What follows belongs to an exercise in optimizing a design on an open flow for small area; a production flow would make more cautious choices.
Only simulation tests tie the RTL to the original design; equivalence was not proved.
Power and IR drop assume default switching activity.

// rfm70_dispatch
module rfm70_dispatch (
    input  wire        clk,
    input  wire        rst,
    input  wire [19:0] settle_cycles,
    input  wire        req_valid,
    output wire        req_ready,
    input  wire [3:0]  req_op,
    input  wire [7:0]  req_arg,
    input  wire [5:0]  req_len,
    output wire        rsp_valid,
    output wire [1:0]  rsp_err,
    output wire        rsp_has_status,
    output wire [7:0]  rsp_status,
    input  wire        buf_we,
    input  wire [4:0]  buf_addr,
    input  wire [7:0]  buf_wdata,
    output wire [7:0]  buf_rdata,
    output wire        spi_cs_n,
    output wire        spi_sck,
    output wire        spi_mosi,
    input  wire        spi_miso,
    input  wire        spi_fault,
    output reg         ce
);
clock: 10.0 ns
lec_check: 0
abc_area: 1
cap_margin: 20
core_margin: 2
core_utilization: 60
gpl_routability_driven: 0
gpl_timing_driven: 0
place_density: 0.75
slew_margin: 20
standard.sh (not shown) runs the stock make flow with config.mk's settings and CLKGATE_MAP_FILE= SYNTH_SCRIPT=/design/flow/synth_recipe.tcl, a recipe that flattens the netlist after the stock synthesis.
==> flow/flow/run.sh <==
#!/bin/bash
# Own layout flow: the standard layout (standard.sh, ORFS) with
#  - the payload buffer's read mux and write decoder (module rfm70_bufport,
#    combinational) black-boxed during synthesis and replaced, before the
#    design is flattened, by the hand-mapped netlist flow/bufport_gates.v
#    (own_synth.tcl is synth_recipe.tcl with that step added);
#  - an area-oriented ABC script for the rest of the combinational logic:
#    the synthesis is run (NUM_CORES at a time) with each script in
#    flow/abc/ and the smallest netlist is kept (registers are mapped by the
#    same dfflibmap step before ABC runs, so they keep the standard
#    synthesis's names and cell types; some scripts use ABC's time-limited
#    &deepsyn, so the kept synthesis results are used as they are, not made
#    again);
#  - the smallest buffer on each port;
#  - a clock tree of a few large clock buffers, without dummy loads.
# Each tool run's output goes to a log file of its own in this folder.
set -euo pipefail
W=$(pwd)
JOBS=${NUM_CORES:-4}
syn() {  # syn NAME: synthesis with flow/abc/NAME.script in orfs_try_NAME
  local s=$1
  rm -rf "$W/scripts_try_$s" "$W/orfs_try_$s"
  cp -r "$FLOW_HOME/scripts" "$W/scripts_try_$s"
  cp "$W/flow/abc/$s.script" "$W/scripts_try_$s/abc_area.script"
  bash standard.sh SCRIPTS_DIR="$W/scripts_try_$s" WORK_HOME="$W/orfs_try_$s" \
    SYNTH_SCRIPT="$W/flow/own_synth.tcl" SYNTH_BLACKBOXES=rfm70_bufport \
    OWN_BUFPORT_V="$W/flow/bufport_gates.v" synth > "$W/synth_try_$s.log" 2>&1
}
names=()
for f in "$W"/flow/abc/*.script; do names+=("$(basename "$f" .script)"); done
running=0
for s in "${names[@]}"; do
  syn "$s" &
  running=$((running + 1))
  if (( running >= JOBS )); then wait -n || true; running=$((running - 1)); fi
done
wait || true

best=""; best_area=""
for s in "${names[@]}"; do
  a=$(grep -o "Chip area for module '.rfm70_dispatch': [0-9.]*" \
        "$W"/orfs_try_$s/reports/*/rfm70_dispatch/base/synth_stat.txt 2>/dev/null | awk '{print $NF}' || true)
  if [[ -z "$a" || ! -f "$W/orfs_try_$s/results/sky130hd/rfm70_dispatch/base/1_synth.odb" ]]; then
    echo "abc script $s: failed" >> "$W/synth_tries.log"; continue
  fi
  echo "abc script $s: area $a (without rfm70_bufport)" >> "$W/synth_tries.log"
  if [[ -z "$best_area" ]] || awk -v a="$a" -v b="$best_area" 'BEGIN{exit !(a<b)}'; then
    best=$s; best_area=$a
  fi
done
echo "chosen: $best ($best_area)" >> "$W/synth_tries.log"
rm -rf "$W/orfs" "$W/scripts_own"
mv "$W/orfs_try_$best" "$W/orfs"
mv "$W/scripts_try_$best" "$W/scripts_own"
rm -rf "$W"/orfs_try_* "$W"/scripts_try_*

CTS="-sink_clustering_enable -repair_clock_nets -dont_use_dummy_load"
CTS="$CTS -buf_list sky130_fd_sc_hd__clkbuf_16 -sink_clustering_size 28 -sink_clustering_max_diameter 90"
bash standard.sh SCRIPTS_DIR="$W/scripts_own" \
  SYNTH_SCRIPT="$W/flow/own_synth.tcl" SYNTH_BLACKBOXES=rfm70_bufport \
  OWN_BUFPORT_V="$W/flow/bufport_gates.v" \
  BUFFER_PORTS_ARGS="-buffer_cell sky130_fd_sc_hd__buf_1" \
  CTS_ARGS="$CTS" \
  finish > "$W/flow_make.log" 2>&1
Other scripts of this flow, unchanged in this note and not shown: flow/flow/abc/e4.script, flow/flow/bufport_gates.v, flow/flow/own_synth.tcl
Then changed:
- GPL_ROUTABILITY_DRIVEN: 0 -> default
- GPL_TIMING_DRIVEN: 0 -> default
Outcome: Worst setup slack gets better by 0.59 ns. Cell area is about the same. Routed wire length came out higher by a few percent. Fmax came out higher by a little under a tenth. Via count barely changes. Sequential share of layout area stays flat. Clock skew came out higher by 0.011 ns. Cell count came out higher slightly. Clock power came out lower slightly.
Then changed:
==> flow/flow/abc/L12.script (new file) <==
strash
dch -f
map -a
strash
&get -n
&deepsyn -T 120 -S 12
&put
dch -f
map -a
strash
dch -f
amap
topo
==> flow/flow/abc/L3.script (new file) <==
strash
dch -f
map -a
strash
&get -n
&deepsyn -T 120 -S 3
&put
dch -f
map -a
strash
dch -f
amap
topo
==> flow/flow/abc/L4.script (new file) <==
strash
dch -f
map -a
strash
&get -n
&deepsyn -T 120 -S 4
&put
dch -f
map -a
strash
dch -f
amap
topo
==> flow/flow/abc/L6.script (new file) <==
strash
dch -f
map -a
strash
&get -n
&deepsyn -T 120 -S 6
&put
dch -f
map -a
strash
dch -f
amap
topo
==> flow/flow/abc/L8.script (new file) <==
strash
dch -f
map -a
strash
&get -n
&deepsyn -T 120 -S 8
&put
dch -f
map -a
strash
dch -f
amap
topo
==> flow/flow/abc/f2.script (new file) <==
strash
dch -f
map -a
strash
&get -n
&deepsyn -T 60
&put
dch -f
map -a
strash
dch -f
amap
topo
==> flow/flow/abc/f2s3.script (new file) <==
strash
dch -f
map -a
strash
&get -n
&deepsyn -T 90 -S 3
&put
dch -f
map -a
strash
dch -f
amap
topo
After rerunning:
- cell count came out lower by 3.4%
- global-route usage drops by 2.8 points
- total power is lower by 22%
- worst setup slack improved by 0.74 ns
- clock-buffer cell count stays the same

## separate check: timing with driven ports
The results above use ideal ports. As a check the final layouts listed here were re-extracted and re-timed, cells and wires unchanged. Step 1 sets driving cells, clkbuf_16 on the clock port and buf_2 on the other inputs (assumed; they add their load-dependent delay and slew). Step 2, shift: input delay + t, output delay - t, t = (earliest + latest rising clock arrival at the registers) / 2. This alone moves slack from input paths to output paths. Slacks: ideal / step 1 / step 2; pairs: ideal / step 1.
| run | shift t [ns] | slack for setup (ns) | clock arrival spread, ns |
|---|---|---|---|
| the first run | 0.538 | 1.008 / 0.963 / 1.501 | 0.080 / 0.081 |
| the second run | 0.535 | 1.597 / 1.545 / 1.992 | 0.092 / 0.092 |
| the third run | 0.538 | 2.333 / 2.307 / 2.307 | 0.079 / 0.079 |
After both steps setup and hold are still met in every run listed. For the third run, which loses most, drivers alone change the setup slack by -0.026 ns; drivers and shift together by -0.026 ns.
